Background: an optimization exercise with open tools, aiming at small area. Do not read the settings as production practice.
Function was checked by simulation only, so behaviour that the tests miss may differ from the original.
Power figures rest on the tool's default switching activity, not on a simulated workload.

==> 03-13: inputs <==
==> flow/design.v <==
module cu_codec (
    input  wire        clk,
    input  wire        rst_n,
    input  wire        req_valid,
    output wire        req_ready,
    input  wire [7:0]  req_op,
    input  wire [31:0] req_a,
    input  wire [31:0] req_v,
    input  wire [31:0] req_r,
    input  wire        close,
    output wire        rsp_valid,
    output wire [2:0]  rsp_code,
    output wire [2:0]  rsp_kind,
    output wire [31:0] rsp_fuel,
    output wire [3:0]  rsp_start,
    output wire [3:0]  rsp_mode,
    output wire [7:0]  rsp_pit,
    output wire [3:0]  rsp_display,
    output wire [4:0]  rsp_tm_addr,
    output wire [31:0] rsp_tm_stamp,
    output wire [3:0]  rsp_tm_sector,
    output wire [31:0] rsp_version,
    output wire [15:0] rsp_raw_len,
    output wire [63:0] rsp_raw_head,
    output reg  [15:0] discards,
    output wire        tx_valid,
    input  wire        tx_ready,
    output wire [7:0]  tx_data,
    output wire        tx_last,
    input  wire [1:0]  tx_status,
    input  wire        rx_valid,
    output wire        rx_ready,
    input  wire [7:0]  rx_data,
    input  wire        rx_last,
    input  wire        rx_timeout,
    input  wire        rx_ioerr,
    output reg         diag_valid,
    output wire [7:0]  diag_byte
);
    reg  [3:0]  st;
    wire s_resp  = st[3];
    wire s_idle  = ~st[3] & ~st[1] & ~st[0];
    wire s_send  = ~st[3] & ~st[1] &  st[0];
    wire s_await = ~st[3] &  st[1] & ~st[0];
    wire s_dec   = ~st[3] &  st[1] &  st[0];
    wire drop    = st[2];
    reg         closed;
    reg  [4:0]  op;                  
    reg  [15:0] cnt;                 
    reg  [3:0]  sum;                 
    reg         f3a;                 
    reg         chk;                 
    reg  [3:0]  s [0:13];            
    wire [3:0] vlo = s[2];
    wire [3:0] vhi = s[3];
    wire [3:0] rr  = s[4];
    wire [2:0] aa  = s[5][2:0];
    wire a_ok  = ~|req_a[31:3];
    wire v4_ok = ~|req_v[31:4];
    wire v8_ok = ~|req_v[31:8];
    wire r_ok  = ~|req_r[31:4];
    wire p_ok  = v4_ok && (req_v[3:0] != 4'd0) && (req_v[3:0] <= 4'd8);
    reg  [2:0] q_err;
    always @(*) begin
        q_err = 3'd0;
        case (req_op)
            8'h01, 8'h02, 8'h03: begin
                if (!a_ok || !v4_ok) q_err = 3'd1;
                else if (!r_ok)      q_err = 3'd2;
            end
            8'h04: begin
                if (!a_ok || !p_ok) q_err = 3'd1;
                else if (!r_ok)     q_err = 3'd2;
            end
            8'h05, 8'h08, 8'h09, 8'h0A,
            8'h10, 8'h11, 8'h12, 8'h13, 8'h14, 8'h15: q_err = 3'd0;
            8'h06: if (!v8_ok) q_err = 3'd1;
            8'h07: if (!v8_ok) q_err = 3'd2;
            default: q_err = 3'd6;
        endcase
    end
    wire is_btn  = op[4];
    wire is_ign  = ~op[4] & ~op[3] & (op[2:0] == 3'd7);
    wire is_rst  = ~op[4] &  op[3] & (op[2:0] == 3'd0);
    wire is_ver  = ~op[4] &  op[3] & (op[2:0] == 3'd1);
    wire is_req  = ~op[4] &  op[3] & (op[2:0] == 3'd2);
    wire is_lap1 = ~op[4] & ~op[3] & (op[2:0] == 3'd6);
    wire is_lap2 = ~op[4] &  op[3] & (op[2:0] == 3'd6);
    wire is_clr  = ~op[4] & ~op[3] & (op[2:0] == 3'd5);
    wire is_ww   = ~op[4] & ((~op[3] & (op[2:0] != 3'd7)) | is_lap2);
    reg [7:0] key;
    reg [2:0] lastidx;
    always @(*) begin
        if (is_btn)      begin key = 8'h54; lastidx = 3'd1; end
        else if (is_ww)  begin key = 8'h4A; lastidx = 3'd5; end
        else if (is_ign) begin key = 8'h3A; lastidx = 3'd3; end
        else if (is_rst) begin key = 8'h3D; lastidx = 3'd2; end
        else if (is_ver) begin key = 8'h30; lastidx = 3'd0; end
        else             begin key = 8'h3F; lastidx = 3'd0; end
    end
    wire has_chk = is_ww || is_ign;
    wire [2:0] idx = cnt[2:0];
    reg  [3:0] w1, b1, txn;
    always @(*) begin
        case (op[2:0])
            3'd1:    w1 = 4'd0;
            3'd2:    w1 = 4'd1;
            3'd3:    w1 = 4'd2;
            default: w1 = 4'd6;
        endcase
        case (op[2:0])
            3'd0:    b1 = 4'd1;
            3'd1:    b1 = 4'd2;
            3'd2:    b1 = 4'd5;
            3'd3:    b1 = 4'd6;
            3'd4:    b1 = 4'd7;
            default: b1 = 4'd8;
        endcase
        case (idx)
            3'd1:    txn = is_btn ? b1 : is_ign ? vlo : (is_rst | is_lap1) ? 4'd1 :
                           is_lap2 ? 4'd2 : w1;
            3'd2:    txn = is_ign ? vhi : (is_rst | is_clr) ? 4'd0 :
                           (is_lap1 | is_lap2) ? 4'hF : {aa, 1'b0};
            3'd3:    txn = is_clr ? 4'd0 : is_lap1 ? vhi : vlo;
            default: txn = is_clr ? 4'd9 : (is_lap1 | is_lap2) ? 4'd1 : rr;
        endcase
    end
    assign tx_valid = s_send;
    assign tx_last  = (idx == lastidx);
    assign tx_data  = (idx == 3'd0) ? key : {4'h3, (has_chk && tx_last) ? sum : txn};
    wire   tx_take  = s_send && tx_ready;
    assign req_ready = s_idle;
    assign rx_ready  = s_await;
    wire rx_take   = s_await && rx_valid;
    wire take_data = rx_take && !rx_timeout && !rx_ioerr;
    wire first     = (cnt == 16'd0) && !drop;
    wire match     = (rx_data == key);
    wire drop_now  = first ? !match : drop;
    wire mdata     = take_data && !first && !drop;     
    wire k17       = (cnt == 16'd17);
    wire sum_ok    = (rx_data == {4'h3, sum});
    wire lap_end   = take_data && rx_last && !drop_now && is_lap1;
    wire ge2  = |cnt[15:1];
    wire ge6  = |cnt[15:3] | (cnt[2] & cnt[1]);
    wire ge12 = |cnt[15:4] | (cnt[3] & cnt[2]);
    wire ge16 = |cnt[15:4];
    reg [2:0] d_code;
    always @(*) begin
        d_code = 3'd0;
        if (is_req) begin
            if (f3a && ge2) d_code = !ge16 ? 3'd2 : chk ? 3'd0 : 3'd3;
            else            d_code = !ge12 ? 3'd2 : chk ? 3'd0 : 3'd3;
        end else if (is_ver) begin
            d_code = !ge6 ? 3'd2 : chk ? 3'd0 : 3'd3;
        end
    end
    assign rsp_valid = s_resp;
    assign rsp_code  = st[2:0];
    assign rsp_kind  = (st[2:0] != 3'd0) ? 3'd0 :
                       is_req ? (f3a ? 3'd1 : 3'd2) :
                       is_ver ? 3'd4 : 3'd3;
    assign rsp_fuel      = {s[8], s[7], s[6], s[5], s[4], s[3], s[2], s[1]};
    assign rsp_start     = s[9];
    assign rsp_mode      = s[10];
    assign rsp_pit       = {s[12], s[11]};
    assign rsp_display   = s[13];
    assign rsp_tm_addr   = {1'b0, s[0]} - 5'd1;
    assign rsp_tm_stamp  = {s[2], s[1], s[4], s[3], s[6], s[5], s[8], s[7]};
    assign rsp_tm_sector = s[9];
    assign rsp_version   = {s[7], s[6], s[5], s[4], s[3], s[2], s[1], s[0]};
    assign rsp_raw_len   = cnt;
    assign rsp_raw_head  = {s[13], s[12], s[11], s[10], s[9], s[8], s[7], s[6],
                            s[5], s[4], s[3], s[2], s[1], s[0], key};
    assign diag_byte     = {s[1], s[0]};
    wire disc_ev = take_data && first && !match;
    always @(posedge clk) begin
        if (!rst_n) begin
            st         <= 4'd0;
            closed     <= 1'b0;
            diag_valid <= 1'b0;
        end else begin
            diag_valid <= disc_ev;
            if (close)
                closed <= 1'b1;
            if (s_idle) begin
                if (req_valid) begin
                    if (q_err != 3'd0) st <= {1'b1, q_err};
                    else if (closed)   st <= {1'b1, 3'd5};
                    else               st <= 4'b0001;
                end
            end else if (s_send) begin
                if (tx_take && tx_last) begin
                    if (tx_status == 2'd0)      st <= 4'b0010;
                    else if (tx_status == 2'd1) st <= {1'b1, 3'd4};
                    else                        st <= {1'b1, 3'd5};
                end
            end else if (s_await) begin
                if (rx_take) begin
                    if (rx_timeout)     st <= {1'b1, 3'd4};
                    else if (rx_ioerr)  st <= {1'b1, 3'd5};
                    else if (!rx_last)  st <= {1'b0, drop_now, 2'b10};
                    else if (drop_now)  st <= 4'b0010;
                    else if (is_lap1)   st <= 4'b0001;
                    else                st <= 4'b0011;
                end
            end else if (s_dec) begin
                st <= {1'b1, d_code};
            end else begin
                st <= 4'd0;
            end
        end
    end
    wire       d_clr = !rst_n || (s_idle && req_valid);
    wire [16:0] d_t;
    assign d_t[0] = disc_ev && !(&discards);
    genvar g;
    generate
        for (g = 0; g < 16; g = g + 1) begin : g_disc
            assign d_t[g+1] = d_t[g] && discards[g];
            always @(posedge clk)
                discards[g] <= !d_clr && (discards[g] ^ d_t[g]);
        end
    endgenerate
    wire        c_clr = s_idle || (tx_take && tx_last) || lap_end;
    wire [16:0] c_t;
    assign c_t[0] = tx_take || (take_data && !drop_now && !(&cnt));
    generate
        for (g = 0; g < 16; g = g + 1) begin : g_cnt
            assign c_t[g+1] = c_t[g] && cnt[g];
            always @(posedge clk)
                cnt[g] <= !c_clr && (cnt[g] ^ c_t[g]);
        end
    endgenerate
    wire clr_s  = take_data && first && match && !is_lap1;
    wire dg_s   = disc_ev;
    wire wr_s   = mdata && !is_lap1 && ~|cnt[15:4];
    wire [3:0] bus_e = rx_data[3:0] & {4{!clr_s}};
    wire [3:0] bus_o = ((is_req && !first) ? rx_data[3:0] : rx_data[7:4]) & {4{!clr_s}};
    reg  [13:0] we;
    integer i;
    always @(*) begin
        for (i = 0; i < 14; i = i + 1)
            we[i] = clr_s || (dg_s && i < 2) ||
                    (wr_s && (is_req ? (cnt[3:0] == i + 1) : (cnt[3:0] == i / 2 + 1)));
    end
    always @(posedge clk) begin
        if (s_idle)
            op <= req_op[4:0];
        else if (lap_end)
            op[3] <= 1'b1;
        if (tx_take || take_data)
            sum <= (first ? 4'd0 : sum) + (s_send ? tx_data[3:0] : rx_data[3:0]);
        if (mdata && cnt == 16'd1)
            f3a <= (rx_data == 8'h3A);
        if (mdata && (is_ver ? (cnt == 16'd5) :
                      f3a ? (cnt == 16'd15 || k17) : (cnt == 16'd11)))
            chk <= (k17 && chk) || sum_ok;
        for (i = 0; i < 14; i = i + 1) begin
            if (s_idle && i >= 2 && i <= 5) begin
                case (i)
                    2: s[i] <= req_v[3:0];
                    3: s[i] <= req_v[7:4];
                    4: s[i] <= req_r[3:0];
                    default: s[i] <= req_a[3:0];
                endcase
            end else if (we[i]) begin
                s[i] <= (i % 2) ? bus_o : bus_e;
            end
        end
    end
endmodule
==> flow/flow/run.sh <==
#!/bin/bash
# The standard layout (standard.sh) with three changes:
#  - synthesis maps with an area-oriented ABC script (abc_area_map.script)
#    instead of ORFS's delay-oriented one; registers are untouched;
#  - each port gets the smallest buffer (buf_1) instead of the resizer's pick;
#  - CTS uses clkbuf_8 and inserts no dummy loads.
set -euo pipefail
here=$(pwd)
rm -rf "$here/scripts_local"
cp -r "$FLOW_HOME/scripts" "$here/scripts_local"
cp "$here/flow/abc_area_map.script" "$here/scripts_local/abc_speed.script"
export SCRIPTS_DIR="$here/scripts_local"
export BUFFER_PORTS_ARGS="-buffer_cell sky130_fd_sc_hd__buf_1"
export CTS_ARGS="-sink_clustering_enable -repair_clock_nets -dont_use_dummy_load -root_buf sky130_fd_sc_hd__clkbuf_8 -buf_list sky130_fd_sc_hd__clkbuf_4"
bash standard.sh > "$here/flow.log" 2>&1
==> flow/flow/abc_area_map.script <==
strash
dch -f
amap
buffer -c
==> flow/standard.sh <==
#!/bin/bash
# synth_recipe.tcl (not shown) runs the flow's synth.tcl, then flattens the netlist and writes it again
# the make line also repeats each setting of config.mk as NAME=value (left out here)
make -C /OpenROAD-flow-scripts/flow DESIGN_CONFIG=/design/flow/config.mk WORK_HOME=/design/flow/orfs CLKGATE_MAP_FILE= SYNTH_SCRIPT=/design/flow/synth_recipe.tcl "${@:-finish}"
==> flow/config.mk <==
export PLATFORM = sky130hd
export DESIGN_NAME = cu_codec
export DESIGN_NICKNAME = cu_codec
export VERILOG_FILES = /design/flow/design.v
export SDC_FILE = /design/flow/constraint.sdc
export NUM_CORES = 4
export LEC_CHECK = 0
export CAP_MARGIN = 20
export CORE_MARGIN = 2
export CORE_UTILIZATION = 55
export PLACE_DENSITY = 0.65
export SLEW_MARGIN = 20
==> flow/constraint.sdc <==
create_clock -name core_clock -period 12.0 [get_ports {clk}]
set_input_delay 2.4000 -clock core_clock [delete_from_list [all_inputs] [get_ports {clk}]]
set_output_delay 2.4000 -clock core_clock [all_outputs]
set_load 0.01 [all_outputs]
==> 10-24: changes against 03-13 <==
--- a/flow/design.v
+++ b/flow/design.v
@@ -219,5 +219,6 @@
             assign d_t[g+1] = d_t[g] && discards[g];
             always @(posedge clk)
-                discards[g] <= !d_clr && (discards[g] ^ d_t[g]);
+                if (d_clr || d_t[g])
+                    discards[g] <= !d_clr && !discards[g];
         end
     endgenerate
@@ -229,5 +230,6 @@
             assign c_t[g+1] = c_t[g] && cnt[g];
             always @(posedge clk)
-                cnt[g] <= !c_clr && (cnt[g] ^ c_t[g]);
+                if (c_clr || c_t[g])
+                    cnt[g] <= !c_clr && !cnt[g];
         end
     endgenerate
--- a/flow/flow/run.sh
+++ b/flow/flow/run.sh
@@ -12,4 +12,4 @@
 export SCRIPTS_DIR="$here/scripts_local"
 export BUFFER_PORTS_ARGS="-buffer_cell sky130_fd_sc_hd__buf_1"
-export CTS_ARGS="-sink_clustering_enable -repair_clock_nets -dont_use_dummy_load -root_buf sky130_fd_sc_hd__clkbuf_8 -buf_list sky130_fd_sc_hd__clkbuf_4"
+export CTS_ARGS="-sink_clustering_enable -repair_clock_nets -dont_use_dummy_load -buf_list sky130_fd_sc_hd__clkbuf_8"
 bash standard.sh > "$here/flow.log" 2>&1
Settings changed: CORE_UTILIZATION 55 to 70, PLACE_DENSITY 0.65 to 0.8.
==> 02-11: changes against 03-13 <==
--- a/flow/design.v
+++ b/flow/design.v
@@ -219,5 +219,6 @@
             assign d_t[g+1] = d_t[g] && discards[g];
             always @(posedge clk)
-                discards[g] <= !d_clr && (discards[g] ^ d_t[g]);
+                if (d_clr || d_t[g])
+                    discards[g] <= !d_clr && !discards[g];
         end
     endgenerate
@@ -229,5 +230,6 @@
             assign c_t[g+1] = c_t[g] && cnt[g];
             always @(posedge clk)
-                cnt[g] <= !c_clr && (cnt[g] ^ c_t[g]);
+                if (c_clr || c_t[g])
+                    cnt[g] <= !c_clr && !cnt[g];
         end
     endgenerate
--- a/flow/flow/run.sh
+++ b/flow/flow/run.sh
@@ -12,4 +12,4 @@
 export SCRIPTS_DIR="$here/scripts_local"
 export BUFFER_PORTS_ARGS="-buffer_cell sky130_fd_sc_hd__buf_1"
-export CTS_ARGS="-sink_clustering_enable -repair_clock_nets -dont_use_dummy_load -root_buf sky130_fd_sc_hd__clkbuf_8 -buf_list sky130_fd_sc_hd__clkbuf_4"
+export CTS_ARGS="-sink_clustering_enable -repair_clock_nets -dont_use_dummy_load -buf_list sky130_fd_sc_hd__clkbuf_16 -sink_clustering_size 120 -sink_clustering_max_diameter 400"
 bash standard.sh > "$here/flow.log" 2>&1
==> impl_metrics.csv <==
group,metric,value,unit
clocking,ctsLongestPathBuffers,2,
pwr,switchingPower,0.591,mW
layout,top_register,"s",
setup_path,criticalPathCategory,"reg -> reg",
detailed_routing,first_pass_iters,5,
layout,clock_area_frac,0.0163,
setup_path,start_kind,"register",
floorplan,fp.coreArea,0.0125,mm2
status,status,"finished clean",
layout,regArea,0.00277,mm2
setup_path,path_buf_inv,0,
layout,buf_share,0.183,
timing,min_period,6.62,ns
setup_path,timing.critical_path.from,"cnt[13]$_DFF_P_",
Source of the figures above: 03-13

==> impl_metrics.csv <==
group,metric,value,unit
min_path,worstHoldStart,"closed$_SDFFE_PN0P_",
clocking,ctsLongestPathBuffers,2,
setup_path,path_buf_inv,2,
setup_path,criticalPathCategory,"in -> reg",
detailed_routing,dr_wl_met2,10600,um
pwr,switchingPower,0.843,mW
layout,clock_area_frac,0.0288,
layout,top_register,"s",
floorplan,fp.coreArea,0.0126,mm2
status,status,"finished clean",
setup_path,timing.critical_path.from,"rx_data[6]",
timing,min_period,6.88,ns
setup_path,start_kind,"primary input",
layout,buf_share,0.182,
Source of the figures above: 02-11

==> impl_metrics.csv <==
group,metric,value,unit
status,status,"aborted with a tool error",
status,stop_stage,"I/O pin placement",
status,run.stop_error,"[ERROR PPL-0024] Number of IO pins (372) exceeds maximum number of available positions (370). Increase the die perimeter from 418.58um to 505.92um.",
yosys,synth_area,0.00709,mm2
yosys,synth_edf_count,99,
yosys,yosysSeqAreaShare,0.436,
yosys,syn_inst,817,
yosys,synthXorXnorAreaFrac,0.00124,
yosys,yosysTopAreaCell,"edfxtp_1",
yosys,async_reset_ff_frac,0,
yosys,synthSimpleGateAreaFrac,0.219,
yosys,synth_compound_area_frac,0.125,
yosys,synth_mux_area_frac,0,
yosys,synth.top_cells.by_count,"nor2_1 (149), buf_4 (131), edfxtp_1 (99)",
yosys,yosys.area.top_type_share,0.419,
yosys,synth_top_family_by_area,"simple AND/OR/NAND/NOR gates",
floorplan,start_util,0.722,
yosys,ys_top_cells_by_area,"edfxtp_1 (42%), buf_4 (14%), nor2_1 (7.9%)",
Source of the figures above: 10-24

## re-timing with driven ports
Ports are ideal in the flow. The routed layouts listed here were re-timed in OpenROAD. Step 1: set_driving_cell puts a clkbuf_16 on clk and a buf_2 on each other input, an assumption about the parent block. Step 2 also shifts input and output timing later by t, the mid clock arrival at the registers, as if the neighbouring blocks saw the same clock. Three values: no drivers, after step 1, after step 2; two values: the first two.
run	shift t [ns]	slack for setup (ns)	worst setup path after step 2	slew at the worst register clock pin (ns)	pins driven straight from the clock port
03-13	0.402	5.376 / 5.376 / 5.147	input to register	0.10 / 0.10	1
02-11	0.374	5.121 / 5.138 / 4.764	input to register	0.07 / 0.07	1
After both steps every run listed still meets setup and hold. For 02-11, which loses most, drivers alone change the setup slack by +0.017 ns; drivers and shift together by -0.357 ns.
